What follows belongs to an exercise in optimizing a design on an open flow for small area, a short achievable clock period and few clock cycles; a production flow would make more cautious choices. Only simulation tests tie the RTL to the original design; equivalence was not proved. Power figures rest on the tool's default switching activity, not on a simulated workload.

==> flow/design.v <==
module lwc_spe (
    input  wire       clk,
    input  wire       rst,             
    input  wire       req_valid,
    output wire       req_ready,
    input  wire [1:0] req_op,          
    input  wire [7:0] req_in_len,
    input  wire [7:0] req_key_len,
    input  wire [7:0] req_ad_len,
    input  wire [7:0] req_nonce_len,   
    output reg  [1:0] buf_sel,         
    output reg  [7:0] buf_addr,
    input  wire [7:0] buf_data,
    output wire       res_valid,
    input  wire       res_ready,
    output wire [7:0] res_data,
    output wire       rsp_valid,
    input  wire       rsp_ready,
    output reg        rsp_ok,
    output reg  [3:0] rsp_err_class,
    output reg  [3:0] rsp_err_stage,
    output reg  [7:0] rsp_err_code,
    output wire       rsp_err_known,
    output reg        rsp_trace_valid,
    output reg        rsp_flags_valid,
    output reg        rsp_key_is_done,
    output reg        rsp_input_min_len,
    output wire       tx_valid,
    input  wire       tx_ready,
    output reg  [7:0] tx_data,
    output wire       tx_last,
    output wire       link_flush,
    input  wire       rx_valid,
    output wire       rx_ready,
    input  wire [7:0] rx_data,
    input  wire       rx_last,
    input  wire       rx_empty,        
    output wire       inst_arm,
    output wire       cap_req,
    input  wire       cap_done,
    input  wire       cap_timeout,
    output wire       inst_trace,
    output wire       ent_req,
    input  wire [7:0] ent_data
);
    localparam [7:0] MAX_INPUT_LEN  = 8'd200;
    localparam [7:0] KEY_LEN        = 8'd32;
    localparam [7:0] MAX_AD_LEN     = 8'd160;
    localparam [4:0] NONCE_LEN      = 5'd16;
    localparam [7:0] CHUNK_SIZE     = 8'd100;
    localparam [1:0] OP_ENC = 2'd0, OP_DEC = 2'd1, OP_HASH = 2'd2, OP_STATUS = 2'd3;
    localparam [7:0] T_I = 8'h69, T_K = 8'h6B, T_A = 8'h61, T_P = 8'h70, T_H = 8'h68,
                     T_S = 8'h73, T_R = 8'h72, T_E = 8'h65, T_T = 8'h74;
    localparam [3:0] C_PROTOCOL = 4'd1, C_CONFIG_LENGTH = 4'd2, C_LOCAL_TIMEOUT = 4'd3,
                     C_UNEXPECTED_TAG = 4'd4, C_RESULT_LENGTH = 4'd5,
                     C_INSTRUMENT_TIMEOUT = 4'd6, C_MALFORMED_FRAME = 4'd7,
                     C_RESULT_OVERFLOW = 4'd9, C_ERROR_FRAME_ZERO = 4'd10;
    localparam [3:0] G_SET_INPUT = 4'd1, G_SET_KEY = 4'd2, G_SET_AD = 4'd3,
                     G_FETCH_RESULT = 4'd5, G_FINAL_ACK = 4'd6,
                     G_STATUS_QUERY = 4'd7, G_STATUS_ACK = 4'd8, G_CAPTURE = 4'd9;
    localparam [3:0] ST_IDLE = 4'd0, ST_FFAIL = 4'd1, ST_IN = 4'd2, ST_KEY = 4'd3,
                     ST_AD = 4'd4, ST_PERF = 4'd5, ST_FACK = 4'd6, ST_CAP = 4'd7,
                     ST_TRACE = 4'd8, ST_RES = 4'd9, ST_RSP = 4'd10, ST_STAT = 4'd11,
                     ST_SACK = 4'd12;
    reg  [3:0] step;
    reg  [1:0] op;
    reg  [7:0] key_len, ad_len, nonce_len;
    reg  [7:0] rem;           
    reg        req_ready_r, rsp_valid_r, link_flush_r, inst_arm_r, inst_trace_r;
    reg        cap_req_r, ent_req_r, rx_ready_r, res_valid_r, tx_valid_r, tx_last_r;
    reg        rsp_err_known_r;
    reg  [7:0] res_data_r;
    reg        tx_act;        
    reg  [1:0] hdr;           
    reg        scmd1;
    reg        nopay;         
    reg        src_fifo;      
    reg        arm_done;
    reg  [4:0] draws;         
    reg  [1:0] fcnt;
    reg  [2:0] cnt;           
    reg        tag_r, tag_e, tag_t;
    reg        b3_zero, b3_eq, b3_known, b4_nz;
    reg  [7:0] d1, d2, d3;
    reg  [7:0] nchunk;
    reg  [7:0] wr_ptr;        
    reg        ovf;
    reg  [7:0] res_mem [0:127];
    reg        msh;           
    reg        fetch;         
    reg  [1:0] mph;           
    reg  [3:0] pad;           
    reg  [2:0] tap;
    reg  [7:0] sp;            
    reg  [1:0] occ;           
    assign req_ready     = req_ready_r;
    assign rsp_valid     = rsp_valid_r;
    assign link_flush    = link_flush_r;
    assign inst_arm      = inst_arm_r;
    assign inst_trace    = inst_trace_r;
    assign cap_req       = cap_req_r;
    assign ent_req       = ent_req_r;
    assign rx_ready      = rx_ready_r;
    assign res_valid     = res_valid_r;
    assign res_data      = res_data_r;
    assign tx_valid      = tx_valid_r;
    assign tx_last       = tx_last_r;
    assign rsp_err_known = rsp_err_known_r;
    wire       tx_take  = tx_valid_r & tx_ready;
    wire       tx_done  = tx_take & tx_last_r;
    wire       tx_load  = tx_act & ~tx_done & (tx_take | ~tx_valid_r);
    wire       arm_ok   = (op != OP_ENC) | arm_done | inst_arm_r;
    wire       pay_ok   = ~src_fifo | ((fcnt != 2'd0) & ((rem != 8'd1) | arm_ok));
    wire       pay_load = tx_load & hdr[1] & pay_ok;
    wire       pop      = pay_load & src_fifo;
    wire [7:0] chunk    = (rem > CHUNK_SIZE) ? CHUNK_SIZE : rem;
    wire       rx_beat  = rx_valid & rx_ready_r;
    wire       rx_byte  = rx_beat & ~rx_empty;
    wire       rx_end   = rx_beat & (rx_empty | rx_last);
    wire       filled   = ~rx_empty & (cnt >= 3'd3);
    wire       ge6      = cnt >= 3'd5;
    wire       ge7      = cnt == 3'd6;
    wire       drain    = (step == ST_PERF);
    wire       wr_now   = rx_byte & drain & tag_r & (cnt >= 3'd5);
    wire       ovf_fin  = ovf | (wr_now & wr_ptr[7]);
    wire       stored   = (drain & rx_ready_r & ~tag_r & (cnt >= 3'd2)) |
                          (step == ST_FACK) | (step == ST_CAP) | (step == ST_TRACE);
    wire [3:0] mis      = wr_ptr[3:0] + pad;
    wire [7:0] wr_m1    = wr_ptr - 8'd1;
    wire       res_take = res_valid_r & res_ready;
    wire [1:0] occ_in   = occ + {1'b0, fetch};
    wire [1:0] occ_nx   = occ_in - {1'b0, res_take};
    wire       occ_nz   = occ_in[1] | (occ_in[0] & ~res_take);
    wire       fetch_nx = (mph == 2'd2) & (wr_ptr != 8'd0) & (~occ_in[1] | res_take);
    wire       res_last = res_take & (occ_in == 2'd1) & (wr_ptr == 8'd0);
    reg  [3:0] ack_stage;
    always @(*) begin
        case (step)
            ST_IN:   ack_stage = G_SET_INPUT;
            ST_KEY:  ack_stage = G_SET_KEY;
            ST_AD:   ack_stage = G_SET_AD;
            ST_FACK: ack_stage = G_FINAL_ACK;
            default: ack_stage = G_STATUS_ACK;
        endcase
    end
    reg  [7:0] role_tag;
    always @(*) begin
        case (step)
            ST_IN:   role_tag = T_I;
            ST_KEY:  role_tag = T_K;
            default: role_tag = T_A;
        endcase
    end
    wire [1:0] fcnt_nx  = fcnt - {1'b0, pop} + {1'b0, ent_req_r};
    wire [4:0] draws_nx = draws - {4'd0, ent_req_r};
    integer k;
    always @(posedge clk) begin
        if (msh) begin
            res_mem[0] <= d3;
            for (k = 1; k < 128; k = k + 1)
                res_mem[k] <= res_mem[k - 1];
        end
    end
    wire [7:0] tap_byte = res_mem[{tap, 4'd15}];
    task fail;
        input [3:0] cls;
        input [3:0] stg;
        input       keep;       
        input       known;
        begin
            rsp_ok            <= 1'b0;
            rsp_err_class     <= cls;
            rsp_err_stage     <= stg;
            if (!keep) rsp_err_code <= 8'h00;
            rsp_err_known_r   <= known;
            rsp_trace_valid   <= 1'b0;
            rsp_flags_valid   <= 1'b0;
            rsp_key_is_done   <= 1'b0;
            rsp_input_min_len <= 1'b0;
            rsp_valid_r       <= 1'b1;
            step              <= ST_RSP;
        end
    endtask
    task frame;
        input [7:0] cmd;
        input       scmd;
        input       none;
        input       fifo;
        input [1:0] sel;
        input       clr;
        begin
            tx_act     <= 1'b1;
            tx_valid_r <= 1'b1;
            tx_data    <= cmd;
            tx_last_r  <= 1'b0;
            hdr        <= 2'd0;
            scmd1      <= scmd;
            nopay      <= none;
            src_fifo   <= fifo;
            buf_sel    <= sel;
            if (clr) buf_addr <= 8'd0;
        end
    endtask
    task results;
        begin
            rsp_err_code <= 8'h00;
            if (wr_ptr == 8'd0 && occ_in == 2'd0) begin
                rsp_valid_r <= 1'b1;
                step        <= ST_RSP;
            end else begin
                res_valid_r <= (occ_in != 2'd0);
                step        <= ST_RES;
            end
        end
    endtask
    always @(posedge clk) begin
        if (rst) begin
            step         <= ST_IDLE;
            req_ready_r  <= 1'b1;
            rsp_valid_r  <= 1'b0;
            link_flush_r <= 1'b0;
            inst_arm_r   <= 1'b0;
            inst_trace_r <= 1'b0;
            cap_req_r    <= 1'b0;
            ent_req_r    <= 1'b0;
            rx_ready_r   <= 1'b0;
            res_valid_r  <= 1'b0;
            tx_valid_r   <= 1'b0;
            tx_last_r    <= 1'b0;
            tx_act       <= 1'b0;
            draws        <= 5'd0;
            fcnt         <= 2'd0;
            cnt          <= 3'd0;
            msh          <= 1'b0;
            fetch        <= 1'b0;
            mph          <= 2'd0;
            occ          <= 2'd0;
        end else begin
            link_flush_r <= 1'b0;
            inst_arm_r   <= 1'b0;
            inst_trace_r <= 1'b0;
            if (inst_arm_r) arm_done <= 1'b1;
            if (ent_req_r) begin
                d1 <= ent_data;
                d2 <= d1;
            end
            fcnt      <= fcnt_nx;
            draws     <= draws_nx;
            ent_req_r <= (draws_nx != 5'd0) && (fcnt_nx <= 2'd1);
            if (ent_req_r && draws == 5'd1 && op == OP_ENC) inst_arm_r <= 1'b1;
            if (tx_done) begin
                tx_valid_r <= 1'b0;
                tx_act     <= 1'b0;
                rx_ready_r <= 1'b1;
                cnt        <= 3'd0;
            end else if (tx_load) begin
                if (hdr == 2'd0) begin
                    tx_data    <= {7'd0, scmd1};
                    tx_last_r  <= 1'b0;
                    hdr        <= 2'd1;
                    tx_valid_r <= 1'b1;
                end else if (hdr == 2'd1) begin
                    tx_data    <= nopay ? 8'd0 : (buf_sel != 2'd3) ? chunk : rem;
                    tx_last_r  <= nopay;
                    hdr        <= 2'd2;
                    tx_valid_r <= 1'b1;
                end else if (pay_ok) begin
                    tx_data    <= src_fifo ? ((fcnt == 2'd2) ? d2 : d1) : buf_data;
                    tx_last_r  <= (rem == 8'd1) ||
                                  (buf_sel != 2'd3 && (buf_addr == 8'd99 || buf_addr == 8'd199));
                    rem        <= rem - 8'd1;
                    buf_addr   <= buf_addr + 8'd1;
                    tx_valid_r <= 1'b1;
                end else begin
                    tx_valid_r <= 1'b0;
                end
            end
            msh   <= 1'b0;
            fetch <= fetch_nx;
            occ   <= occ_nx;
            if (mph == 2'd0) tap <= wr_m1[6:4];
            if (fetch_nx) begin
                msh    <= 1'b1;
                wr_ptr <= wr_ptr - 8'd1;
            end
            if (mph == 2'd0 && stored) mph <= (mis == 4'd0) ? 2'd2 : 2'd1;
            if (mph == 2'd1) begin
                msh <= 1'b1;
                pad <= pad + 4'd1;
                if (mis == 4'd15) mph <= 2'd2;
            end
            if (fetch) begin
                if (occ != 2'd0 && !(occ == 2'd1 && res_take)) sp <= tap_byte;
                else                                           res_data_r <= tap_byte;
            end
            if (res_take && occ == 2'd2) res_data_r <= sp;
            if (rx_byte) begin
                if (cnt != 3'd6) cnt <= cnt + 3'd1;
                if (cnt == 3'd1) begin
                    rsp_err_code <= rx_data;
                    tag_r <= (rx_data == T_R);
                    tag_e <= (rx_data == T_E);
                    tag_t <= (rx_data == T_T);
                end
                if (cnt == 3'd5 && (tag_e || (tag_t && drain)))
                    rsp_err_code <= d2;      
                if (cnt == 3'd3) begin
                    b3_zero  <= (rx_data == 8'd0);
                    b3_eq    <= (rx_data == nchunk);
                    b3_known <= (rx_data >= 8'h01) && (rx_data <= 8'h05);
                end
                if (cnt == 3'd4) b4_nz <= (rx_data != 8'd0);
                d1 <= rx_data;
                d2 <= d1;
                d3 <= d2;
                if (wr_now) begin
                    if (!wr_ptr[7]) begin
                        msh    <= 1'b1;
                        wr_ptr <= wr_ptr + 8'd1;
                    end else begin
                        ovf <= 1'b1;
                    end
                end
            end
            if (rx_end) begin
                cnt        <= 3'd0;
                rx_ready_r <= 1'b0;
                case (step)
                ST_PERF: begin
                    if (!filled)
                        fail(C_LOCAL_TIMEOUT, G_FETCH_RESULT, 1'b0, 1'b0);
                    else if (tag_r) begin
                        if (ovf_fin)
                            fail(C_RESULT_OVERFLOW, G_FETCH_RESULT, 1'b1, 1'b0);
                        else begin
                            nchunk     <= nchunk + 8'd1;
                            rx_ready_r <= 1'b1;
                        end
                    end else if (tag_t) begin
                        if (!ge6)
                            fail(C_MALFORMED_FRAME, G_FETCH_RESULT, 1'b1, 1'b0);
                        else if (!b3_eq)
                            fail(C_RESULT_LENGTH, G_FETCH_RESULT, 1'b1, 1'b0);
                        else begin
                            step       <= ST_FACK;
                            rx_ready_r <= 1'b1;
                        end
                    end else if (tag_e) begin
                        if (!ge6)
                            fail(C_MALFORMED_FRAME, G_FETCH_RESULT, 1'b1, 1'b0);
                        else if (!b3_zero)
                            fail(C_PROTOCOL, G_FETCH_RESULT, 1'b1, b3_known);
                        else
                            fail(C_ERROR_FRAME_ZERO, G_FETCH_RESULT, 1'b0, 1'b0);
                    end else
                        fail(C_UNEXPECTED_TAG, G_FETCH_RESULT, 1'b1, 1'b0);
                end
                ST_STAT: begin
                    if (!filled)
                        fail(C_LOCAL_TIMEOUT, G_STATUS_QUERY, 1'b0, 1'b0);
                    else if (tag_r) begin
                        if (!ge7)
                            fail(C_MALFORMED_FRAME, G_STATUS_QUERY, 1'b1, 1'b0);
                        else begin
                            rsp_key_is_done   <= ~b3_zero;
                            rsp_input_min_len <= b4_nz;
                            step              <= ST_SACK;
                            rx_ready_r        <= 1'b1;
                        end
                    end else if (tag_e) begin
                        if (!ge6)
                            fail(C_MALFORMED_FRAME, G_STATUS_QUERY, 1'b1, 1'b0);
                        else if (!b3_zero)
                            fail(C_PROTOCOL, G_STATUS_QUERY, 1'b1, b3_known);
                        else
                            fail(C_ERROR_FRAME_ZERO, G_STATUS_QUERY, 1'b0, 1'b0);
                    end else
                        fail(C_UNEXPECTED_TAG, G_STATUS_QUERY, 1'b1, 1'b0);
                end
                default: begin
                    if (!filled)
                        fail(C_LOCAL_TIMEOUT, ack_stage, 1'b0, 1'b0);
                    else if (!tag_e)
                        fail(C_UNEXPECTED_TAG, ack_stage, 1'b1, 1'b0);
                    else if (!ge6)
                        fail(C_MALFORMED_FRAME, ack_stage, 1'b1, 1'b0);
                    else if (!b3_zero)
                        fail(C_PROTOCOL, ack_stage, 1'b1, b3_known);
                    else if (step == ST_FACK) begin
                        if (op == OP_DEC)
                            results();
                        else begin
                            cap_req_r <= 1'b1;
                            step      <= ST_CAP;
                        end
                    end else if (step == ST_SACK) begin
                        rsp_err_code <= 8'h00;
                        rsp_valid_r  <= 1'b1;
                        step         <= ST_RSP;
                    end else if (rem != 8'd0) begin
                        frame(role_tag, 1'b0, 1'b0, 1'b0, step[1:0] - 2'd2, 1'b0);
                    end else if (step == ST_IN && op == OP_HASH) begin
                        frame(T_H, 1'b0, 1'b1, 1'b0, 2'd0, 1'b0);
                        inst_arm_r <= 1'b1;
                        arm_done   <= 1'b0;
                        step       <= ST_PERF;
                    end else if (step == ST_IN) begin
                        if (key_len > KEY_LEN)
                            fail(C_CONFIG_LENGTH, G_SET_KEY, 1'b0, 1'b0);
                        else begin
                            frame(T_K, 1'b1, 1'b1, 1'b0, 2'd1, 1'b1);
                            rem  <= key_len;
                            step <= ST_KEY;
                        end
                    end else if (step == ST_KEY) begin
                        if (ad_len > MAX_AD_LEN)
                            fail(C_CONFIG_LENGTH, G_SET_AD, 1'b0, 1'b0);
                        else begin
                            frame(T_A, 1'b1, 1'b1, 1'b0, 2'd2, 1'b1);
                            rem  <= ad_len;
                            step <= ST_AD;
                        end
                    end else begin
                        step     <= ST_PERF;
                        arm_done <= 1'b0;
                        if (nonce_len == 8'd0) begin
                            frame(T_P, op == OP_ENC, 1'b0, 1'b1, 2'd3, 1'b1);
                            rem       <= {3'd0, NONCE_LEN};
                            draws     <= NONCE_LEN;
                            ent_req_r <= 1'b1;
                        end else begin
                            frame(T_P, op == OP_ENC, 1'b0, 1'b0, 2'd3, 1'b1);
                            rem        <= nonce_len;
                            inst_arm_r <= (op == OP_ENC);
                        end
                    end
                end
                endcase
            end
            case (step)
            ST_IDLE: begin
                op              <= req_op;
                key_len         <= req_key_len;
                ad_len          <= req_ad_len;
                nonce_len       <= req_nonce_len;
                rem             <= req_in_len;
                nchunk          <= 8'd0;
                wr_ptr          <= 8'd0;
                ovf             <= 1'b0;
                mph             <= 2'd0;
                pad             <= 4'd0;
                fetch           <= 1'b0;
                occ             <= 2'd0;
                rsp_ok          <= 1'b1;
                rsp_err_class   <= 4'd0;
                rsp_err_stage   <= 4'd0;
                rsp_err_known_r <= 1'b0;
                rsp_trace_valid <= (req_op == OP_ENC) || (req_op == OP_HASH);
                rsp_flags_valid <= (req_op == OP_STATUS);
                rsp_key_is_done   <= 1'b0;
                rsp_input_min_len <= 1'b0;
                tx_data         <= (req_op == OP_STATUS) ? T_S : T_I;
                tx_last_r       <= 1'b0;
                hdr             <= 2'd0;
                scmd1           <= (req_op != OP_STATUS);
                nopay           <= 1'b1;
                src_fifo        <= 1'b0;
                buf_sel         <= 2'd0;
                buf_addr        <= 8'd0;
                if (req_valid) begin
                    req_ready_r  <= 1'b0;
                    link_flush_r <= 1'b1;
                    if (req_op == OP_STATUS) begin
                        tx_act     <= 1'b1;
                        tx_valid_r <= 1'b1;
                        step       <= ST_STAT;
                    end else if (req_in_len > MAX_INPUT_LEN) begin
                        step       <= ST_FFAIL;
                    end else begin
                        tx_act     <= 1'b1;
                        tx_valid_r <= 1'b1;
                        step       <= ST_IN;
                    end
                end
            end
            ST_FFAIL: fail(C_CONFIG_LENGTH, G_SET_INPUT, 1'b0, 1'b0);
            ST_CAP: if (cap_done) begin
                cap_req_r <= 1'b0;
                if (cap_timeout)
                    fail(C_INSTRUMENT_TIMEOUT, G_CAPTURE, 1'b0, 1'b0);
                else begin
                    inst_trace_r <= 1'b1;
                    step         <= ST_TRACE;
                end
            end
            ST_TRACE: results();
            ST_RES: begin
                res_valid_r <= occ_nz;
                if (res_last) begin
                    res_valid_r <= 1'b0;
                    rsp_valid_r <= 1'b1;
                    step        <= ST_RSP;
                end
            end
            ST_RSP: if (rsp_ready) begin
                rsp_valid_r <= 1'b0;
                req_ready_r <= 1'b1;
                step        <= ST_IDLE;
            end
            default: ;
            endcase
        end
    end
endmodule
==> flow/flow/run.sh <==
#!/bin/bash
# The standard layout, with two changes to how the ports are buffered: each port
# gets a sky130_fd_sc_hd__buf_2 instead of the smallest buffer, and timing repair
# may resize cells across footprints. Every tool's output goes to flow_make.log
# here (and ORFS's own per-step logs under orfs/logs/).
set -euo pipefail
bash standard.sh MATCH_CELL_FOOTPRINT=0 \
    "BUFFER_PORTS_ARGS=-buffer_cell sky130_fd_sc_hd__buf_2" finish > flow_make.log 2>&1
==> flow/standard.sh <==
#!/bin/bash
# synth_recipe.tcl (not shown) runs the flow's synth.tcl, then flattens the netlist and writes it again
# the make line also repeats each setting of config.mk as NAME=value (left out here)
make -C /OpenROAD-flow-scripts/flow DESIGN_CONFIG=/design/flow/config.mk WORK_HOME=/design/flow/orfs CLKGATE_MAP_FILE= SYNTH_SCRIPT=/design/flow/synth_recipe.tcl "${@:-finish}"
==> flow/config.mk <==
export PLATFORM = sky130hd
export DESIGN_NAME = lwc_spe
export DESIGN_NICKNAME = lwc_spe
export VERILOG_FILES = /design/flow/design.v
export SDC_FILE = /design/flow/constraint.sdc
export NUM_CORES = 4
export LEC_CHECK = 0
export CAP_MARGIN = 20
export CORE_MARGIN = 2
export CORE_UTILIZATION = 65
export CTS_CLUSTER_DIAMETER = 50
export CTS_CLUSTER_SIZE = 25
export SETUP_SLACK_MARGIN = 4.3
export SLEW_MARGIN = 20
==> flow/constraint.sdc <==
create_clock -name core_clock -period 7.0 [get_ports {clk}]
set_input_delay 1.4000 -clock core_clock [delete_from_list [all_inputs] [get_ports {clk}]]
set_output_delay 1.4000 -clock core_clock [all_outputs]
set_load 0.01 [all_outputs]
==> results of run 1 <==
[final cells by class]
| class | instances | area [sq um] |
|---|---|---|
| flip-flops and latches | 1207 | 36000 |
| multi-input cells | 852 | 5990 |
| clock buffers | 100 | 2450 |
| fillers | 3507 | 16000 |
| repair buffers | 208 | 1420 |
| clock inverters | 82 | 1120 |
| inverters | 36 | 140 |
| well taps | 855 | 1070 |
[power by group]
part / internal, W / switching (W) / total, W
Clock: 0.00297 / 0.00294 / 0.00591
Sequential: 0.00888 / 0.000469 / 0.00935
Combinational: 0.000913 / 0.00158 / 0.00250
Total: 0.0128 / 0.00500 / 0.0178
[per-stage QoR]
step	worst slack (ps)	util, %
floorplan	-735	-
global placement	2990	68.1
detailed placement	2930	68.1
CTS	4250	74.5
global route	4240	75.1
finish	4260	75.1
[cells in the final DEF (no fill, tap or decap), types with 10 or more instances in the layout]
master                      count
sky130_fd_sc_hd__edfxtp_1    1175
sky130_fd_sc_hd__buf_2        121
sky130_fd_sc_hd__nor2_1       109
sky130_fd_sc_hd__clkbuf_16     98
sky130_fd_sc_hd__nand2_1       96
sky130_fd_sc_hd__a21oi_1       73
sky130_fd_sc_hd__buf_4         66
sky130_fd_sc_hd__o21ai_0       49
sky130_fd_sc_hd__inv_1         33
sky130_fd_sc_hd__nand3_1       32
sky130_fd_sc_hd__nor3_1        26
sky130_fd_sc_hd__xor2_1        24
sky130_fd_sc_hd__ha_1          24
sky130_fd_sc_hd__clkinv_8      24
sky130_fd_sc_hd__dfxtp_1       23
sky130_fd_sc_hd__xnor2_1       21
sky130_fd_sc_hd__mux2i_1       21
sky130_fd_sc_hd__and3_1        18
sky130_fd_sc_hd__nand4_1       17
sky130_fd_sc_hd__a31oi_1       16
sky130_fd_sc_hd__nor2b_1       16
sky130_fd_sc_hd__mux2_2        16
sky130_fd_sc_hd__nand2b_1      15
sky130_fd_sc_hd__a211oi_1      14
sky130_fd_sc_hd__and2_1        13
sky130_fd_sc_hd__inv_6         13
sky130_fd_sc_hd__inv_8         12
sky130_fd_sc_hd__buf_6         12
sky130_fd_sc_hd__nor2_2        10
sky130_fd_sc_hd__o22ai_1       10
sky130_fd_sc_hd__mux4_2        10
[layer usage]
layer	track usage (%)	vias to the layer above	wire length, um
met5	0	-	0
met3	4.30	132	5030
met4	6.18	0	1740
li1	-	9010	-
met2	37.2	761	38000
met1	35.6	10300	35200
[final timing paths]
kind / start / to / slack [ps] / depth (start not counted)
min reg2reg: res_mem[26][7]$_DFFE_PP_ / res_mem[27][7]$_DFFE_PP_ / 390 / 0
max reg2reg: cnt[1]$_SDFF_PP0_ / buf_addr[3]$_SDFFCE_PP0N_ / 4340 / 9
min: res_mem[26][7]$_DFFE_PP_ / res_mem[27][7]$_DFFE_PP_ / 390 / 0
max: rx_empty / buf_addr[3]$_SDFFCE_PP0N_ / 4260 / 9
[state kept, by name, indices dropped and copies added, names as in the netlist, 5 cells and up]
signal / flops
key_len: 8
tx_data: 8
sp: 8
res_mem: 1024
d3: 8
draws: 5
buf_addr: 8
rsp_err_code: 8
nchunk: 8
rem: 8
res_data_r: 8
wr_ptr: 8
nonce_len: 8
ad_len: 8
d2: 8
d1: 8
[worst max-delay path, stage by stage]
cell	delay (ps)
sky130_fd_sc_hd__buf_12	70
sky130_fd_sc_hd__o211ai_1	120
sky130_fd_sc_hd__buf_6	150
sky130_fd_sc_hd__or3_4	350
sky130_fd_sc_hd__nor4_4	350
sky130_fd_sc_hd__nand2_2	180
sky130_fd_sc_hd__o21ai_4	280
sky130_fd_sc_hd__buf_12	190
sky130_fd_sc_hd__nor2_4	30
[cells by family (layout without fill, tap and decap cells)]
logic type      after synthesis  in the layout  share of synthesized area, %
mux                          47             47                          1.47
compound gates              296            297                          4.78
fa+ha+maj                    27             27                         0.824
xor+xnor                     47             47                         0.982
simple gates                433            434                          5.29
flops                      1207           1207                          85.7
buf+inv                      98            426                         0.958
[what timing repair did]
item | CTS | global route
endpoints found under the setup margin | 227 | 301
gates cloned | 2 | 1
pin swaps | 16 | 15
resized for setup | 65 | 46
setup buffers | 35 | 20
endpoints found under the hold margin | 0 | 0
==> tab_implementation.tex, run 1 <==
\begin{tabular}{lr}
\hline
Metric & Value \\
\hline
\multicolumn{2}{l}{\textbf{Cells and area}} \\
Share of final-layout standard cells stronger than drive strength 1 & 20.1\% \\
Count of placed standard cells in the final layout, fillers left out & 3,340 \\
Nets@finish & 2,498 \\
N\_diodes & 0 \\
Total non-filler cell area in the finished layout & 48,100 sq um \\
Layout-stage area growth over the synthesis result & 14.8\% \\
\multicolumn{2}{l}{\textbf{Yosys}} \\
Mapped cell area & 41,900 sq um \\
Unique masters post-synth & 86 \\
Most area-consuming cells after synthesis & sky130\_fd\_sc\_hd\_\_edfxtp\_1, sky130\_fd\_sc\_hd\_\_dfxtp\_1, sky130\_fd\_sc\_hd\_\_nor2\_1 \\
Share of Yosys cell area claimed by the top area cell type & 84.2\% \\
Cell count after synthesis & 2,155 \\
Flip-flop and latch count after synthesis & 1,207 \\
Synth async-reset ratio & 0\% \\
Sequential element share of the synthesized area & 85.7\% \\
Most instantiated flip-flop cell in the synthesis netlist & sky130\_fd\_sc\_hd\_\_edfxtp\_1 \\
Cell type contributing the most total cell area after synthesis & sky130\_fd\_sc\_hd\_\_edfxtp\_1 \\
Number of flops mapped to enable cells by yosys & 1,175 \\
Total nets after synthesis & 2,251 \\
Post-Syn Area per Cell & 19.5 sq um \\
Yosys Warn Count & 2 \\
Most used standard cell by instance count after synthesis & sky130\_fd\_sc\_hd\_\_edfxtp\_1 \\
Leading cell types by count after synthesis & sky130\_fd\_sc\_hd\_\_edfxtp\_1, sky130\_fd\_sc\_hd\_\_nor2\_1, sky130\_fd\_sc\_hd\_\_nand2\_1 \\
\multicolumn{2}{l}{\textbf{Place}} \\
RePlAce Congestion & 0.882 \\
Instance area after placement & 43,600 sq um \\
Number of port buffers & 127 \\
Detailed-placement wirelength estimate & 41,600 um \\
Placed instance count & 3,100 \\
\multicolumn{2}{l}{\textbf{CTS}} \\
Maximum clock insertion buffer count & 3 \\
Clock latency at the later pin of the worst-skew pair & 690 ps \\
Depth of the CTS H-tree & 3 \\
Clock tree from TritonCTS & done \\
Clock-pin slew on the worst setup and hold paths & 80 ps \\
Clock sink total & 1,207 \\
Cts hold-fix bufs & 0 \\
Number of clock buffers inserted by TritonCTS & 97 \\
CTS Root Cell & sky130\_fd\_sc\_hd\_\_clkbuf\_16 \\
\multicolumn{2}{l}{\textbf{STA}} \\
Final Cycle Share & 39.1\% \\
Number of slew-limit violations in the final report & 0 \\
Min Hold Slack & 385 ps \\
FMAX & 365 MHz \\
Setup TNS & 0 ps \\
Skew final & 71.6 ps \\
Final setup violating endpoints & 0 \\
Number of endpoints with negative hold slack in the final report & 0 \\
Slew at the pin closest to its max-slew limit & 1100 ps \\
Final critical-path required period & 2740 ps \\
Tightest slew margin relative to the limit & 26.4\% \\
Setup repair after global routing missed its margin & true \\
\multicolumn{2}{l}{\textbf{Power}} \\
Peak supply drop & 0.287 mV \\
Leakage power figure & 15.7 nW \\
Pwr per Cell Area & 369 nW/um\^{}2 \\
Overall power consumption & 0.0178 W \\
\multicolumn{2}{l}{\textbf{Die}} \\
Height of the die & 258 um \\
Std-Cell Core Area & 64,100 sq um \\
I/O Pins & 128 \\
Die W & 258 um \\
Floorplan row count & 93 \\
Initial core utilization & 65.4\% \\
Die Area & 66,500 sq um \\
\multicolumn{2}{l}{\textbf{Outcome}} \\
Outcome & timing/DRC/antenna clean \\
\multicolumn{2}{l}{\textbf{Job}} \\
Maxcap violations & 0 \\
\multicolumn{2}{l}{\textbf{Route}} \\
Via-per-instance ratio & 6.04 \\
Final ANT Viol Nets & 0 \\
Average wire per cell in the routed design & 23.9 um \\
Number of iterations in the first detailed-routing pass & 7 \\
Initial detailed-routing violation count & 2,418 \\
Post-Route WL & 79,900 um \\
Via count & 20,200 \\
DRC Markers & 0 \\
\multicolumn{2}{l}{\textbf{Setup path}} \\
Required time worst endpoint & 7400 ps \\
Critical Path Start Type & primary input \\
Biggest fanout along the worst timing path & 7 \\
Data arrival time of the critical path & 3140 ps \\
Kind of critical path & primary input to flop \\
Setup crit end kind & flop \\
\multicolumn{2}{l}{\textbf{Global routing}} \\
Wire length of the first global-routing pass & 119,000 um \\
Via count of the first global-routing pass & 19,700 \\
Antenna violations before repair & 0 \\
GR Overflow Total & 0 \\
All-layer global routing usage & 23.8\% \\
Pin count of the biggest net entering global routing & 206 \\
\multicolumn{2}{l}{\textbf{Min path}} \\
Classification of the worst-slack hold path & flop to flop \\
\hline
\end{tabular}
Testbench counts, summed over its fixed seeds: cycles 73,899.
==> inputs of run 2 (changes only) <==
--- a/flow/config.mk
+++ b/flow/config.mk
@@ -12,3 +12,3 @@
 export CTS_CLUSTER_SIZE = 25
-export SETUP_SLACK_MARGIN = 4.3
+export SETUP_SLACK_MARGIN = 4.0
 export SLEW_MARGIN = 20
==> run 2 against run 1 <==
- global-route usage down 0.78 points
- still clean
- sequential share of layout area rose by 1.4 points
- largest cell class unchanged
- worst hold slack improved by 15 ps
- total power shrank 2.5%
- non-clock buffer count down 47
==> tab_implementation.tex, run 2 <==
\begin{tabular}{lr}
\hline
Metric & Value \\
\hline
\multicolumn{2}{l}{\textbf{Yosys}} \\
Flip-flop and latch count after synthesis & 1,207 (unchanged) \\
Total nets after synthesis & 2,251 (unchanged) \\
Cell count after synthesis & 2,155 (unchanged) \\
Unique masters post-synth & 86 (unchanged) \\
Yosys Warn Count & 2 (unchanged) \\
Sequential element share of the synthesized area & 85.7\% (unchanged) \\
Most instantiated flip-flop cell in the synthesis netlist & sky130\_fd\_sc\_hd\_\_edfxtp\_1 \\
Synth async-reset ratio & 0\% (unchanged) \\
Share of Yosys cell area claimed by the top area cell type & 84.2\% (unchanged) \\
Leading cell types by count after synthesis & sky130\_fd\_sc\_hd\_\_edfxtp\_1, sky130\_fd\_sc\_hd\_\_nor2\_1, sky130\_fd\_sc\_hd\_\_nand2\_1 \\
Post-Syn Area per Cell & 19.5 sq um (unchanged) \\
Most used standard cell by instance count after synthesis & sky130\_fd\_sc\_hd\_\_edfxtp\_1 \\
Most area-consuming cells after synthesis & sky130\_fd\_sc\_hd\_\_edfxtp\_1, sky130\_fd\_sc\_hd\_\_dfxtp\_1, sky130\_fd\_sc\_hd\_\_nor2\_1 \\
Number of flops mapped to enable cells by yosys & 1,175 (unchanged) \\
Cell type contributing the most total cell area after synthesis & sky130\_fd\_sc\_hd\_\_edfxtp\_1 \\
Mapped cell area & 41,900 sq um (unchanged) \\
\multicolumn{2}{l}{\textbf{Setup path}} \\
Longest individual stage delay on the worst path & 610 ps (+260 ps) \\
Top Family by Delay on Critical Path & simple AND/OR/NAND/NOR gates \\
Most frequent CP cell & sky130\_fd\_sc\_hd\_\_buf\_4 \\
Critical Path Slowest Stage Cell & sky130\_fd\_sc\_hd\_\_nor2\_1 \\
Kind of critical path & flop to flop \\
Combined buffer and inverter count along the critical path & 2 (-1) \\
Critical Path Start Type & flop \\
Data arrival time of the critical path & 3220 ps (+80 ps) \\
Required time worst endpoint & 7290 ps (-110 ps) \\
Biggest fanout along the worst timing path & 38 (+31) \\
Setup crit end kind & flop \\
Ordered cell list for the critical path & buf\_4 > or3\_1 > nor2\_2 > buf\_4 > a21oi\_1 > nor2\_1 \\
\multicolumn{2}{l}{\textbf{Place}} \\
Instance area after placement & 43,600 sq um (about the same) \\
Detailed-placement wirelength estimate & 41,800 um (+0.54\%) \\
RePlAce Congestion & 0.893 (+1.3\%) \\
Number of port buffers & 127 (unchanged) \\
\multicolumn{2}{l}{\textbf{Die}} \\
I/O Pins & 128 (unchanged) \\
Initial core utilization & 65.4\% (unchanged) \\
Die W & 258 um (unchanged) \\
Floorplan row count & 93 (unchanged) \\
Std-Cell Core Area & 64,100 sq um (unchanged) \\
Die Area & 66,500 sq um (unchanged) \\
Height of the die & 258 um (unchanged) \\
\multicolumn{2}{l}{\textbf{Cells and area}} \\
Number of filler cells placed in the layout & 3,590 (+2.4\%) \\
Nets@finish & 2,446 (-2.1\%) \\
Share of final-layout standard cells stronger than drive strength 1 & 16.6\% (-3.5 points) \\
Combined area of the multi-input logic cells & 5740 sq um (-4.2\%) \\
Total non-filler cell area in the finished layout & 47,300 sq um (-1.8\%) \\
Largest register by flop count & res\_mem \\
Layout-stage area growth over the synthesis result & 12.7\% \\
Commonest cells after routing, fill and taps aside & sky130\_fd\_sc\_hd\_\_edfxtp\_1, sky130\_fd\_sc\_hd\_\_buf\_2, sky130\_fd\_sc\_hd\_\_nor2\_1, sky130\_fd\_sc\_hd\_\_nand2\_1, sky130\_fd\_sc\_hd\_\_clkbuf\_16 \\
Most common library cell in the layout ignoring fill and taps & sky130\_fd\_sc\_hd\_\_edfxtp\_1 \\
Area taken by flip-flops and latches & 35,900 sq um (about the same) \\
Number of flip-flops in the largest register & 1,024 (unchanged) \\
\multicolumn{2}{l}{\textbf{STA}} \\
Slew at the pin closest to its max-slew limit & 1040 ps (-67.3 ps) \\
FMAX & 342 MHz (-6.4\%) \\
Setup repair after global routing missed its margin & true \\
Tightest slew margin relative to the limit & 30.8\% (+4.5 points) \\
Final setup violating endpoints & 0 (unchanged) \\
Final critical-path required period & 2930 ps (+187 ps) \\
Number of slew-limit violations in the final report & 0 (unchanged) \\
Skew final & 33.1 ps (-38.6 ps) \\
Final Cycle Share & 41.8\% (+2.7 points) \\
Number of endpoints with negative hold slack in the final report & 0 (unchanged) \\
\multicolumn{2}{l}{\textbf{Route}} \\
Topmost layer with routed signal wires & met4 \\
Via count & 19,700 (-2.2\%) \\
Average wire per cell in the routed design & 23.4 um (-2.4\%) \\
Length of routed wiring on met1 & 33,800 um (-3.9\%) \\
Met3 Wirelength & 4640 um (-7.8\%) \\
Via-per-instance ratio & 6.00 (-0.52\%) \\
Initial detailed-routing violation count & 2,315 (-4.3\%) \\
Final ANT Viol Nets & 0 (unchanged) \\
DR WL met2 & 36,400 um (-4.0\%) \\
Post-Route WL & 76,700 um (-4.0\%) \\
Number of iterations in the first detailed-routing pass & 6 (-1) \\
DRC Markers & 0 (unchanged) \\
\multicolumn{2}{l}{\textbf{Global routing}} \\
GR Overflow Total & 0 (unchanged) \\
Pin count of the biggest net entering global routing & 202 (-1.9\%) \\
All-layer global routing usage & 23.0\% (-0.78 points) \\
Via count of the first global-routing pass & 19,000 (-3.4\%) \\
Wire length of the first global-routing pass & 115,000 um (-3.6\%) \\
Antenna violations before repair & 2 (+2) \\
\multicolumn{2}{l}{\textbf{CTS}} \\
Clock sink total & 1,207 (unchanged) \\
Number of clock buffers inserted by TritonCTS & 94 (-3.1\%) \\
Maximum clock insertion buffer count & 3 (unchanged) \\
CTS Root Cell & sky130\_fd\_sc\_hd\_\_clkbuf\_16 \\
Clock tree from TritonCTS & done \\
Cts hold-fix bufs & 0 (unchanged) \\
Depth of the CTS H-tree & 3 (unchanged) \\
Clock-pin slew on the worst setup and hold paths & 90 ps (about the same) \\
Clock latency at the later pin of the worst-skew pair & 670 ps (-20 ps) \\
\multicolumn{2}{l}{\textbf{Job}} \\
Maxcap violations & 0 (unchanged) \\
\multicolumn{2}{l}{\textbf{Power}} \\
Pwr per Cell Area & 366 nW/um\^{}2 (-0.69\%) \\
Overall power consumption & 0.0173 W (-2.5\%) \\
Peak supply drop & 0.299 mV (+4.0\%) \\
Leakage power figure & 15.4 nW (-2.3\%) \\
\multicolumn{2}{l}{\textbf{Outcome}} \\
Outcome & timing/DRC/antenna clean \\
\multicolumn{2}{l}{\textbf{Min path}} \\
Classification of the worst-slack hold path & flop to flop \\
\hline
\end{tabular}
run 2: cell counts after synthesis:
No cell type changed its count.
run 2: kinds of logic after synthesis:
logic type / synth area share [%]
xor+xnor: 0.982
mux: 1.47
flops: 85.7
fa+ha+maj: 0.824
compound gates: 4.78
buf+inv: 0.958
simple gates: 5.29
run 2: worst register-to-register path, cell delays in order, from the launching register on:
cell and delay (ps):
sky130_fd_sc_hd__dfxtp_1 400, sky130_fd_sc_hd__buf_4 260, sky130_fd_sc_hd__or3_1 510, sky130_fd_sc_hd__nor2_2 200, sky130_fd_sc_hd__buf_4 470, sky130_fd_sc_hd__a21oi_1 110, sky130_fd_sc_hd__nor2_1 610
run 2: cell type report:
| type | count | area share, % |
|---|---|---|
| Inverter | 36 | 0.286 |
| Sequential cell | 1207 | 76.0 |
| Multi-Input combinational cell | 850 | 12.1 |
| Tap cell | 855 | 2.26 |
| Clock buffer | 99 | 5.06 |
| Clock inverter | 76 | 2.15 |
| Timing Repair Buffer | 161 | 2.06 |
| Antenna cell | 1 | 0.00530 |
run 2: worst paths after layout:
path                            start                       end  slack (ps)  cells past startpoint
max reg2reg        step[3]$_SDFF_PP0_   nchunk[1]$_SDFFCE_PP0P_        4070                      6
min          res_mem[80][7]$_DFFE_PP_  res_mem[81][7]$_DFFE_PP_         400                      0
max                step[3]$_SDFF_PP0_   nchunk[1]$_SDFFCE_PP0P_        4070                      6
min reg2reg  res_mem[80][7]$_DFFE_PP_  res_mem[81][7]$_DFFE_PP_         400                      0
run 2: metal layers:
metal | GRT usage, % | vias up
li1 | - | 8906
met1 | 34.7 | 9983
met2 | 35.6 | 711
met5 | 0 | -
met3 | 4.04 | 121
met4 | 6.42 | 0
run 2: report_power, final:
| part | internal (W) | switching, W | total (W) |
|---|---|---|---|
| sequential | 0.00888 | 0.000487 | 0.00937 |
| clock | 0.00284 | 0.00290 | 0.00574 |
| combinational | 0.000777 | 0.00142 | 0.00220 |
run 2: stage by stage:
step	setup TNS (ps)	util, %	hold slack [ps]	worst slack, ps	std cells
floorplan	-752680	-	400	-735	2155
global placement	0	68.1	400	2960	3097
detailed placement	0	68.1	405	2900	3098
CTS	0	73.6	397	4020	3279
global route	0	73.7	411	3990	3285
finish	0	73.7	400	4070	3285
run 2: what timing repair did:
item / 4_1_cts / 5_1_grt
pin swaps: 4 / 2
resized for setup: 13 / 10
setup buffers: 6 / 5
endpoints found under the setup margin: 59 / 66
==> inputs of run 3 (changes only) <==
--- a/flow/config.mk
+++ b/flow/config.mk
@@ -12,3 +12,3 @@
 export CTS_CLUSTER_SIZE = 25
-export SETUP_SLACK_MARGIN = 4.0
+export SETUP_SLACK_MARGIN = 4.15
 export SLEW_MARGIN = 20
==> run 3 against run 2 <==
- die area stayed put
- setup slack improved by 100 ps
- cell area rose by 0.61%
- still clean on timing, DRC and antenna
==> tab_implementation.tex, run 3 <==
\begin{tabular}{lr}
\hline
Metric & Value \\
\hline
\multicolumn{2}{l}{\textbf{Outcome}} \\
Outcome & timing/DRC/antenna clean \\
\multicolumn{2}{l}{\textbf{Die}} \\
Std-Cell Core Area & 64,100 sq um (unchanged) \\
Height of the die & 258 um (unchanged) \\
I/O Pins & 128 (unchanged) \\
Die Area & 66,500 sq um (unchanged) \\
Die W & 258 um (unchanged) \\
Floorplan row count & 93 (unchanged) \\
Initial core utilization & 65.4\% (unchanged) \\
\multicolumn{2}{l}{\textbf{CTS}} \\
Depth of the CTS H-tree & 3 (unchanged) \\
Number of clock buffers inserted by TritonCTS & 97 (+3.2\%) \\
CTS Root Cell & sky130\_fd\_sc\_hd\_\_clkbuf\_16 \\
Clock tree from TritonCTS & done \\
Clock-pin slew on the worst setup and hold paths & 70 ps (-20 ps) \\
Maximum clock insertion buffer count & 3 (unchanged) \\
Clock sink total & 1,207 (unchanged) \\
Cts hold-fix bufs & 0 (unchanged) \\
Clock latency at the later pin of the worst-skew pair & 690 ps (+20 ps) \\
\multicolumn{2}{l}{\textbf{Cells and area}} \\
Total non-filler cell area in the finished layout & 47,500 sq um (+0.61\%) \\
Largest register by flop count & res\_mem \\
Area taken by flip-flops and latches & 35,900 sq um (about the same) \\
Number of filler cells placed in the layout & 3,506 (-2.3\%) \\
Count of placed standard cells in the final layout, fillers left out & 3,300 (+0.46\%) \\
Number of flip-flops in the largest register & 1,024 (unchanged) \\
Nets@finish & 2,459 (+0.53\%) \\
Most common library cell in the layout ignoring fill and taps & sky130\_fd\_sc\_hd\_\_edfxtp\_1 \\
Layout-stage area growth over the synthesis result & 13.4\% \\
N\_diodes & 0 (-1) \\
Share of final-layout standard cells stronger than drive strength 1 & 17.6\% (+1.0 points) \\
Commonest cells after routing, fill and taps aside & sky130\_fd\_sc\_hd\_\_edfxtp\_1, sky130\_fd\_sc\_hd\_\_buf\_2, sky130\_fd\_sc\_hd\_\_nor2\_1, sky130\_fd\_sc\_hd\_\_clkbuf\_16, sky130\_fd\_sc\_hd\_\_nand2\_1 \\
Combined area of the multi-input logic cells & 5800 sq um (+1.0\%) \\
\multicolumn{2}{l}{\textbf{Setup path}} \\
Data arrival time of the critical path & 3320 ps (+100 ps) \\
Critical Path Start Type & primary input \\
Setup crit end kind & flop \\
Required time worst endpoint & 7500 ps (+210 ps) \\
Startpoint of the most critical register-to-register path & rem[0]\$\_DFFE\_PN\_ \\
Combined buffer and inverter count along the critical path & 3 (+1) \\
Register-to-Register Setup Slack & 4220 ps (+150 ps) \\
Critical Path Slowest Stage Cell & sky130\_fd\_sc\_hd\_\_a311oi\_1 \\
Kind of critical path & primary input to flop \\
Biggest fanout along the worst timing path & 32 (-16\%) \\
Reg2Reg Depth & 9 (+3) \\
Longest individual stage delay on the worst path & 580 ps (-30 ps) \\
Destination of the worst register-to-register timing path & rsp\_key\_is\_done\$\_DFFE\_PN\_ \\
Ordered cell list for the critical path & buf\_2 > buf\_4 > inv\_2 > nand2\_1 > a311oi\_1 \\
Top Family by Delay on Critical Path & buffers and inverters \\
\multicolumn{2}{l}{\textbf{Place}} \\
Number of port buffers & 127 (unchanged) \\
RePlAce Congestion & 0.869 (-2.7\%) \\
Instance area after placement & 43,600 sq um (about the same) \\
Detailed-placement wirelength estimate & 42,400 um (+1.4\%) \\
Placed instance count & 3,097 (-0.032\%) \\
\multicolumn{2}{l}{\textbf{Min path}} \\
Classification of the worst-slack hold path & flop to flop \\
Hold path startpoint & res\_mem[25][7]\$\_DFFE\_PP\_ \\
Hold-critical path depth & 0 (unchanged) \\
Endpoint with the worst hold slack & res\_mem[26][7]\$\_DFFE\_PP\_ \\
\multicolumn{2}{l}{\textbf{Global routing}} \\
Wire length of the first global-routing pass & 118,000 um (+2.4\%) \\
Via count of the first global-routing pass & 19,600 (+2.8\%) \\
All-layer global routing usage & 23.6\% (+0.55 points) \\
Pin count of the biggest net entering global routing & 220 (+8.9\%) \\
Antenna violations before repair & 1 (-1) \\
GR Overflow Total & 0 (unchanged) \\
\multicolumn{2}{l}{\textbf{Route}} \\
DRC Markers & 0 (unchanged) \\
Via count & 20,000 (+1.3\%) \\
Average wire per cell in the routed design & 23.7 um (+1.7\%) \\
Post-Route WL & 78,400 um (+2.1\%) \\
Via-per-instance ratio & 6.06 (+0.88\%) \\
Final ANT Viol Nets & 0 (unchanged) \\
Number of iterations in the first detailed-routing pass & 6 (unchanged) \\
Initial detailed-routing violation count & 2,441 (+5.4\%) \\
\multicolumn{2}{l}{\textbf{STA}} \\
Skew final & 47.6 ps (+14.6 ps) \\
Tightest slew margin relative to the limit & 27.8\% (-3.1 points) \\
Final Cycle Share & 40.4\% (-1.4 points) \\
Slew at the pin closest to its max-slew limit & 1080 ps (+46.4 ps) \\
Final critical-path required period & 2820 ps (-101 ps) \\
FMAX & 354 MHz (+3.6\%) \\
Final setup violating endpoints & 0 (unchanged) \\
Number of slew-limit violations in the final report & 0 (unchanged) \\
Number of endpoints with negative hold slack in the final report & 0 (unchanged) \\
Setup repair after global routing missed its margin & false \\
\multicolumn{2}{l}{\textbf{Yosys}} \\
Unique masters post-synth & 86 (unchanged) \\
Cell count after synthesis & 2,155 (unchanged) \\
Most instantiated flip-flop cell in the synthesis netlist & sky130\_fd\_sc\_hd\_\_edfxtp\_1 \\
Sequential element share of the synthesized area & 85.7\% (unchanged) \\
Total nets after synthesis & 2,251 (unchanged) \\
Synth async-reset ratio & 0\% (unchanged) \\
Mapped cell area & 41,900 sq um (unchanged) \\
Flip-flop and latch count after synthesis & 1,207 (unchanged) \\
Number of flops mapped to enable cells by yosys & 1,175 (unchanged) \\
Leading cell types by count after synthesis & sky130\_fd\_sc\_hd\_\_edfxtp\_1, sky130\_fd\_sc\_hd\_\_nor2\_1, sky130\_fd\_sc\_hd\_\_nand2\_1 \\
Share of Yosys cell area claimed by the top area cell type & 84.2\% (unchanged) \\
Most used standard cell by instance count after synthesis & sky130\_fd\_sc\_hd\_\_edfxtp\_1 \\
Most area-consuming cells after synthesis & sky130\_fd\_sc\_hd\_\_edfxtp\_1, sky130\_fd\_sc\_hd\_\_dfxtp\_1, sky130\_fd\_sc\_hd\_\_nor2\_1 \\
Cell type contributing the most total cell area after synthesis & sky130\_fd\_sc\_hd\_\_edfxtp\_1 \\
Post-Syn Area per Cell & 19.5 sq um (unchanged) \\
Yosys Warn Count & 2 (unchanged) \\
\multicolumn{2}{l}{\textbf{Job}} \\
Maxcap violations & 0 (unchanged) \\
\multicolumn{2}{l}{\textbf{Power}} \\
Peak supply drop & 0.259 mV (-13\%) \\
Leakage power figure & 15.5 nW (+0.79\%) \\
Pwr per Cell Area & 368 nW/um\^{}2 (+0.51\%) \\
Overall power consumption & 0.0175 W (+1.1\%) \\
\hline
\end{tabular}
-- run 3: cell types whose count changed in the layout (fill, tap and decap cells not counted), sizes merged, moves of 2 or more --
cell      previous run  this run
buf                160       169
clkbuf             100       103
clkinv              31        35
inv                 74        71
clkinvlp             4         6
-- run 3: metrics by stage --
stage,util (%),hold WS (ps),setup slack (ps),TNS [ps]
after floorplan,-,400,-735,-752680
after global placement,68.0,400,2940,0
after detailed placement,68.0,405,2850,0
after CTS,73.8,389,4150,0
after global routing,74.2,407,4150,0
final,74.2,392,4180,0
-- run 3: kinds of logic after synthesis --
logic type	synth area share, %
mux	1.47
xor+xnor	0.982
fa+ha+maj	0.824
buf+inv	0.958
flops	85.7
simple gates	5.29
compound gates	4.78
-- run 3: worst max path at each step --
stage,from,end,slack (ps),cells after the start
after floorplan,msh$_SDFF_PP0_,res_mem[0][0]$_DFFE_PP_,-740,0
after CTS,cnt[2]$_SDFF_PP0_,rsp_err_stage[1]$_DFFE_PN_,4150,8
final,rst,tx_last_r$_SDFF_PP0_,4180,5
after global routing,cnt[0]$_SDFF_PP0_,rem[3]$_DFFE_PN_,4150,9
after detailed placement,rx_empty,wr_ptr[2]$_SDFFCE_PP0N_,2850,7
after global placement,rx_empty,wr_ptr[2]$_SDFFCE_PP0N_,2940,7
-- run 3: layout make-up --
class                           count  share of cell area [%]
Inverter                           36                   0.284
Sequential cell                  1207                    75.6
Clock inverter                     80                    2.28
Timing Repair Buffer              171                    2.25
Tap cell                          855                    2.25
Multi-Input combinational cell    850                    12.2
Clock buffer                      101                    5.16
-- run 3: report_power, final --
group          leakage (nW)  total, W  switching (W)  internal [W]
Sequential             10.9   0.00937       0.000489       0.00888
Combinational          2.85   0.00227        0.00147      0.000798
Clock                  1.69   0.00587        0.00293       0.00294
Total                  15.5    0.0175        0.00489        0.0126
-- run 3: repair_timing --
action / CTS / global route
setup endpoints to repair: 85 / 362
gates resized for setup: 18 / 24
endpoints found under the hold margin: 0 / 0
gates cloned: 0 / 1
setup buffers: 10 / 11
pin swaps: 5 / 4
-- run 3: metal layers --
| metal | global-route usage (%) | share of wire (%) | vias to the layer above | routed length, um |
|---|---|---|---|---|
| met3 | 3.53 | 6.0 | 126 | 4700 |
| met5 | 0 | 0 | - | 0 |
| met1 | 35.5 | 44 | 10200 | 34500 |
| met4 | 7.11 | 2.2 | 0 | 1740 |
| li1 | - | - | 8931 | - |
| met2 | 36.6 | 48 | 767 | 37400 |
-- run 3: worst reg2reg max path: stages, from the launching register on --
cell and delay [ps]:
sky130_fd_sc_hd__edfxtp_1 510, sky130_fd_sc_hd__inv_1 130, sky130_fd_sc_hd__ha_1 190, sky130_fd_sc_hd__nor3b_2 330, sky130_fd_sc_hd__nand2_2 260, sky130_fd_sc_hd__o22ai_4 360
sky130_fd_sc_hd__buf_4 190, sky130_fd_sc_hd__nor2_1 90, sky130_fd_sc_hd__o31ai_1 380, sky130_fd_sc_hd__a21oi_1 90
==> inputs of run 4 (changes only) <==
--- a/flow/config.mk
+++ b/flow/config.mk
@@ -12,3 +12,4 @@
 export CTS_CLUSTER_SIZE = 25
-export SETUP_SLACK_MARGIN = 4.15
+export PLACE_DENSITY = 0.72
+export SETUP_SLACK_MARGIN = 4.3
 export SLEW_MARGIN = 20
==> run 4 against run 3 <==
- synthesized area did not move
- utilization rose by 0.53 points
- global-route usage rose by 0.73 points
- wire length rose by 3.2%
- clock skew fell by 6.1 ps
- sequential cell count did not move
- combinational power rose by 9.3%
- clock-buffer cell count fell by 8
- critical path depth fell by 4
- total power fell by 0.44%
- highest routed layer is now met5
==> tab_implementation.tex, run 4 <==
\begin{tabular}{lr}
\hline
Metric & Value \\
\hline
\multicolumn{2}{l}{\textbf{Outcome}} \\
Outcome & timing/DRC/antenna clean \\
\multicolumn{2}{l}{\textbf{STA}} \\
Final Cycle Share & 39.0\% (-1.3 points) \\
Final critical-path setup slack & 4270 ps (+93.3 ps) \\
Final critical-path required period & 2730 ps (-93.3 ps) \\
Tightest slew margin relative to the limit & 38.9\% (+11 points) \\
Final setup violating endpoints & 0 (unchanged) \\
Setup repair after global routing missed its margin & true \\
Skew final & 41.5 ps (-6.12 ps) \\
Number of endpoints with negative hold slack in the final report & 0 (unchanged) \\
Slew at the pin closest to its max-slew limit & 917 ps (-167 ps) \\
Number of slew-limit violations in the final report & 0 (unchanged) \\
FMAX & 366 MHz (+3.4\%) \\
\multicolumn{2}{l}{\textbf{Global routing}} \\
All-layer global routing usage & 24.3\% (+0.73 points) \\
GR Overflow Total & 0 (unchanged) \\
Antenna violations before repair & 2 (+1) \\
Via count of the first global-routing pass & 19,500 (-0.20\%) \\
Pin count of the biggest net entering global routing & 181 (-18\%) \\
Wire length of the first global-routing pass & 120,000 um (+2.0\%) \\
\multicolumn{2}{l}{\textbf{Power}} \\
Sw Ratio & 27.9\% (-0.041 points) \\
Share of total power in the clock network & 31.9\% (-1.6 points) \\
Peak supply drop & 0.288 mV (+11\%) \\
Internal cell power & 0.0126 W (-0.38\%) \\
Pwr per Cell Area & 364 nW/um\^{}2 (-1.1\%) \\
Register share of total power & 53.8\% (+0.3 points) \\
Combinational share of power & 14.3\% (+1.3 points) \\
Switching Power & 0.00486 W (-0.58\%) \\
Leakage power figure & 15.7 nW (+1.3\%) \\
\multicolumn{2}{l}{\textbf{Die}} \\
Die W & 258 um (unchanged) \\
Initial core utilization & 65.4\% (unchanged) \\
Std-Cell Core Area & 64,100 sq um (unchanged) \\
Height of the die & 258 um (unchanged) \\
Floorplan row count & 93 (unchanged) \\
I/O Pins & 128 (unchanged) \\
Die Area & 66,500 sq um (unchanged) \\
\multicolumn{2}{l}{\textbf{Yosys}} \\
Leading cell types by count after synthesis & sky130\_fd\_sc\_hd\_\_edfxtp\_1, sky130\_fd\_sc\_hd\_\_nor2\_1, sky130\_fd\_sc\_hd\_\_nand2\_1 \\
Yosys Warn Count & 2 (unchanged) \\
Mapped cell area & 41,900 sq um (unchanged) \\
Share of Yosys cell area claimed by the top area cell type & 84.2\% (unchanged) \\
Most instantiated flip-flop cell in the synthesis netlist & sky130\_fd\_sc\_hd\_\_edfxtp\_1 \\
Post-Syn Area per Cell & 19.5 sq um (unchanged) \\
Flip-flop and latch count after synthesis & 1,207 (unchanged) \\
Most area-consuming cells after synthesis & sky130\_fd\_sc\_hd\_\_edfxtp\_1, sky130\_fd\_sc\_hd\_\_dfxtp\_1, sky130\_fd\_sc\_hd\_\_nor2\_1 \\
Most used standard cell by instance count after synthesis & sky130\_fd\_sc\_hd\_\_edfxtp\_1 \\
Number of flops mapped to enable cells by yosys & 1,175 (unchanged) \\
Total nets after synthesis & 2,251 (unchanged) \\
Sequential element share of the synthesized area & 85.7\% (unchanged) \\
Cell count after synthesis & 2,155 (unchanged) \\
Unique masters post-synth & 86 (unchanged) \\
Synth async-reset ratio & 0\% (unchanged) \\
Cell type contributing the most total cell area after synthesis & sky130\_fd\_sc\_hd\_\_edfxtp\_1 \\
\multicolumn{2}{l}{\textbf{CTS}} \\
Clock sink total & 1,207 (unchanged) \\
Number of clock buffers inserted by TritonCTS & 90 (-7.2\%) \\
Clock latency at the later pin of the worst-skew pair & 680 ps (about the same) \\
Depth of the CTS H-tree & 3 (unchanged) \\
Clock tree from TritonCTS & done \\
CTS Root Cell & sky130\_fd\_sc\_hd\_\_clkbuf\_16 \\
Maximum clock insertion buffer count & 3 (unchanged) \\
Clock-pin slew on the worst setup and hold paths & 100 ps (+30 ps) \\
Cts hold-fix bufs & 0 (unchanged) \\
\multicolumn{2}{l}{\textbf{Setup path}} \\
Data arrival time of the critical path & 1330 ps (-1990 ps) \\
Critical Path Start Type & flop \\
Required time worst endpoint & 5600 ps (-1900 ps) \\
Biggest fanout along the worst timing path & 1 (-97\%) \\
Kind of critical path & flop to primary output \\
Setup crit end kind & primary output \\
Combined buffer and inverter count along the critical path & 1 (-2) \\
Ordered cell list for the critical path & buf\_2 \\
Longest individual stage delay on the worst path & 470 ps (-110 ps) \\
Critical Path Slowest Stage Cell & sky130\_fd\_sc\_hd\_\_edfxtp\_1 \\
Top Family by Delay on Critical Path & flip-flops \\
\multicolumn{2}{l}{\textbf{Cells and area}} \\
Layout-stage area growth over the synthesis result & 14.2\% \\
Number of flip-flops in the largest register & 1,024 (unchanged) \\
Nets@finish & 2,495 (+1.5\%) \\
Final core utilization & 74.7\% (+0.53 points) \\
Share of final-layout standard cells stronger than drive strength 1 & 19.6\% (+2.0 points) \\
N\_diodes & 0 (unchanged) \\
Largest register by flop count & res\_mem \\
Commonest cells after routing, fill and taps aside & sky130\_fd\_sc\_hd\_\_edfxtp\_1, sky130\_fd\_sc\_hd\_\_nor2\_1, sky130\_fd\_sc\_hd\_\_buf\_2, sky130\_fd\_sc\_hd\_\_nand2\_1, sky130\_fd\_sc\_hd\_\_clkbuf\_16 \\
Most common library cell in the layout ignoring fill and taps & sky130\_fd\_sc\_hd\_\_edfxtp\_1 \\
\multicolumn{2}{l}{\textbf{Route}} \\
Initial detailed-routing violation count & 2,261 (-7.4\%) \\
Post-Route WL & 80,900 um (+3.2\%) \\
Final ANT Viol Nets & 0 (unchanged) \\
DRC Markers & 0 (unchanged) \\
Via-per-instance ratio & 6.05 (-0.10\%) \\
Via count & 20,100 (+0.78\%) \\
Number of iterations in the first detailed-routing pass & 6 (unchanged) \\
Average wire per cell in the routed design & 24.3 um (+2.3\%) \\
\multicolumn{2}{l}{\textbf{Place}} \\
Number of port buffers & 127 (unchanged) \\
Worst slack at placement & 2840 ps (-15.0 ps) \\
Detailed-placement wirelength estimate & 43,000 um (+1.4\%) \\
RePlAce Congestion & 0.936 (+7.7\%) \\
\multicolumn{2}{l}{\textbf{Job}} \\
Maxcap violations & 0 (unchanged) \\
\multicolumn{2}{l}{\textbf{Min path}} \\
Classification of the worst-slack hold path & flop to flop \\
\hline
\end{tabular}
-- run 4: what timing repair did --
action / in CTS / in global routing
buffers inserted: 36 / 25
endpoints found under the hold margin: 0 / 0
pin swaps: 9 / 16
endpoints found under the setup margin: 225 / 168
cloned: 2 / 0
gates resized for setup: 66 / 43
-- run 4: stage by stage --
step	area (sq um)	TNS, ps	total power [W]	instances	hold slack, ps
2_1_floorplan	42000	-752680	0.0110	2155	400
3_3_place_gp	43600	0	0.0115	3099	400
3_5_place_dp	43700	0	0.0116	3099	405
4_1_cts	47500	0	0.0174	3304	401
5_1_grt	47900	0	0.0181	3329	407
6_report	47900	0	0.0174	3329	394
-- run 4: metal layers --
layer / track usage [%] / wire (um)
met3: 5.15 / 5340
met2: 38.3 / 38700
met5: 0 / 12
met4: 6.33 / 1790
met1: 35.5 / 35100
-- run 4: final cells by class --
type                            count  area, sq um
Multi-Input combinational cell    851         5950
Fill cell                        3585        16200
Tap cell                          855         1070
Timing Repair Buffer              213         1510
Clock inverter                     74          967
Sequential cell                  1207        36000
Clock buffer                       93         2290
Inverter                           36          144
-- run 4: worst paths after layout --
kind              slack, ps  cells after the start                      from                  endpoint
hold reg to reg         390                      0  res_mem[36][7]$_DFFE_PP_  res_mem[37][7]$_DFFE_PP_
hold / removal          390                      0  res_mem[36][7]$_DFFE_PP_  res_mem[37][7]$_DFFE_PP_
setup reg to reg       4380                      8        step[1]$_SDFF_PP0_         tx_act$_SDFF_PP0_
setup / recovery       4270                      1   res_data_r[3]$_DFFE_PP_               res_data[3]
-- run 4: cells by family after synthesis --
family	count (synthesis)	synth area share, %
DFF	1207	85.7
muxes	47	1.47
AOI/OAI and AO/OA	296	4.78
buffers and inverters	98	0.958
and+or+nand+nor	433	5.29
adders and majority gates	27	0.824
xor gates and xnor gates	47	0.982
-- run 4: power groups by stage --
stage          clock network [W]  registers [W]  logic [W]
5_1_grt                  0.00593        0.00944    0.00269
4_1_cts                  0.00569        0.00936    0.00236
3_5_place_dp                   0        0.00949    0.00212
2_1_floorplan                  0        0.00967    0.00131
6_report                 0.00557        0.00938    0.00248
3_3_place_gp                   0        0.00948    0.00205
==> inputs of run 5 (changes only) <==
--- a/flow/config.mk
+++ b/flow/config.mk
@@ -12,4 +12,3 @@
 export CTS_CLUSTER_SIZE = 25
-export PLACE_DENSITY = 0.72
-export SETUP_SLACK_MARGIN = 4.3
+export SETUP_SLACK_MARGIN = 4.5
 export SLEW_MARGIN = 20
==> run 5 against run 4 <==
- still clean
- synthesized cell count unchanged
- global-route usage shrank 0.26 points
- first-iteration DRC count increased by 1.5%
- wire length fell by 0.29%
- maximum frequency down 1.7%
- sequential cell count is the same
- final cell count rose by 1.5%
- clock skew decreased by 9.8 ps
- cell area up 2.1%
- critical endpoint is now res_data[2]
==> tab_implementation.tex, run 5 <==
\begin{tabular}{lr}
\hline
Metric & Value \\
\hline
\multicolumn{2}{l}{\textbf{Outcome}} \\
Outcome & timing/DRC/antenna clean \\
\multicolumn{2}{l}{\textbf{Global routing}} \\
Antenna violations before repair & 1 (-1) \\
All-layer global routing usage & 24.0\% (-0.26 points) \\
GR Overflow Total & 0 (unchanged) \\
\multicolumn{2}{l}{\textbf{STA}} \\
Final critical-path required period & 2780 ps (+46.7 ps) \\
Number of endpoints with negative hold slack in the final report & 0 (unchanged) \\
Final Cycle Share & 39.7\% (+0.67 points) \\
\multicolumn{2}{l}{\textbf{Setup path}} \\
Kind of critical path & flop to primary output \\
Setup crit end kind & primary output \\
Biggest fanout along the worst timing path & 1 (unchanged) \\
Data arrival time of the critical path & 1380 ps (+50 ps) \\
\multicolumn{2}{l}{\textbf{Place}} \\
Worst slack at placement & 3060 ps (+219 ps) \\
\multicolumn{2}{l}{\textbf{Yosys}} \\
Flip-flop and latch count after synthesis & 1,207 (unchanged) \\
Most used standard cell by instance count after synthesis & sky130\_fd\_sc\_hd\_\_edfxtp\_1 \\
Share of the synthesized area in compound gates (AO/OA/AOI/OAI) & 4.78\% (unchanged) \\
Share of synthesized cell area in full adder, half adder and majority cells & 0.824\% (unchanged) \\
Cell count after synthesis & 2,155 (unchanged) \\
Most area-consuming cells after synthesis & sky130\_fd\_sc\_hd\_\_edfxtp\_1, sky130\_fd\_sc\_hd\_\_dfxtp\_1, sky130\_fd\_sc\_hd\_\_nor2\_1 \\
Leading cell types by count after synthesis & sky130\_fd\_sc\_hd\_\_edfxtp\_1, sky130\_fd\_sc\_hd\_\_nor2\_1, sky130\_fd\_sc\_hd\_\_nand2\_1 \\
Most instantiated flip-flop cell in the synthesis netlist & sky130\_fd\_sc\_hd\_\_edfxtp\_1 \\
Multiplexer area fraction after synthesis & 1.47\% (unchanged) \\
Cell type contributing the most total cell area after synthesis & sky130\_fd\_sc\_hd\_\_edfxtp\_1 \\
Synthesized-area fraction occupied by and/or/nand/nor cells & 5.29\% (unchanged) \\
\multicolumn{2}{l}{\textbf{Die}} \\
I/O Pins & 128 (unchanged) \\
Initial core utilization & 65.4\% (unchanged) \\
Height of the die & 258 um (unchanged) \\
\multicolumn{2}{l}{\textbf{Cells and area}} \\
Area taken by flip-flops and latches & 36,000 sq um (about the same) \\
Number of filler cells placed in the layout & 3,410 (-4.9\%) \\
Final core utilization & 76.3\% (+1.6 points) \\
Largest register by flop count & res\_mem \\
\multicolumn{2}{l}{\textbf{CTS}} \\
Clock latency at the later pin of the worst-skew pair & 670 ps (about the same) \\
Clock tree from TritonCTS & done \\
\multicolumn{2}{l}{\textbf{Route}} \\
Via count & 20,500 (+2.0\%) \\
\multicolumn{2}{l}{\textbf{Min path}} \\
Classification of the worst-slack hold path & flop to flop \\
\hline
\end{tabular}
-- run 5: final timing paths --
path                                     to  cells past startpoint                      from
setup / recovery                res_data[2]                      1   res_data_r[2]$_DFFE_PP_
hold / removal     res_mem[59][4]$_DFFE_PP_                      0  res_mem[58][4]$_DFFE_PP_
setup reg to reg  buf_addr[6]$_SDFFCE_PP0N_                      8          rem[3]$_DFFE_PN_
hold reg to reg    res_mem[59][4]$_DFFE_PP_                      0  res_mem[58][4]$_DFFE_PP_
-- run 5: cell families (layout without fill, tap and decap cells) --
group / after synthesis / count (layout)
AO/OA/AOI/OAI: 296 / 296
multiplexers: 47 / 47
flip-flops: 1207 / 1207
XOR/XNOR: 47 / 47
AND/OR/NAND/NOR: 433 / 434
buffers and inverters: 98 / 465
adder cells (fa/ha/maj): 27 / 27
-- run 5: metal layers --
| metal | global-route usage (%) | vias to the layer above | wire (um) |
|---|---|---|---|
| li1 | - | 9108 | - |
| met1 | 36.2 | 10500 | 35100 |
| met2 | 37.3 | 785 | 38000 |
| met3 | 3.99 | 163 | 5280 |
| met4 | 6.87 | 0 | 2260 |
| met5 | 0 | - | 0 |
-- run 5: where the power goes --
| group | internal, W | switching [W] |
|---|---|---|
| clock network | 0.00279 | 0.00288 |
| logic | 0.00107 | 0.00170 |
| registers | 0.00888 | 0.000471 |
-- run 5: cell type report --
cell class	instances	area share (%)
Timing Repair Buffer	258	4.29
Tap cell	855	2.19
Clock buffer	100	4.90
Inverter	36	0.292
Multi-Input combinational cell	851	12.8
Clock inverter	71	1.93
Sequential cell	1207	73.6
-- run 5: what timing repair did --
item                                    4_1_cts  5_1_grt
hold buffers                                  0        0
endpoints found under the setup margin      492      476
cloned                                        2        0
endpoints found under the hold margin         0        0
buffers inserted                             55       51
resized for setup                           184       66
pin swaps                                    33       31
-- run 5: stage by stage --
step           hold WS [ps]  setup TNS [ps]  area (sq um)  power [W]
6_report                404               0         48900     0.0178
5_1_grt                 414               0         48900     0.0184
2_1_floorplan           400         -752680         42000     0.0110
3_3_place_gp            401               0         43600     0.0115
3_5_place_dp            405               0         43600     0.0116
4_1_cts                 402               0         48200     0.0177

Re-timed with assumed drivers on the ports (clkbuf_16 on the clock, buf_2 on other inputs), run 5 has 4.155 ns of setup slack against 4.222 ns with ideal ports, and 3.626 ns once port delays also move by the mid clock arrival of 0.721 ns.
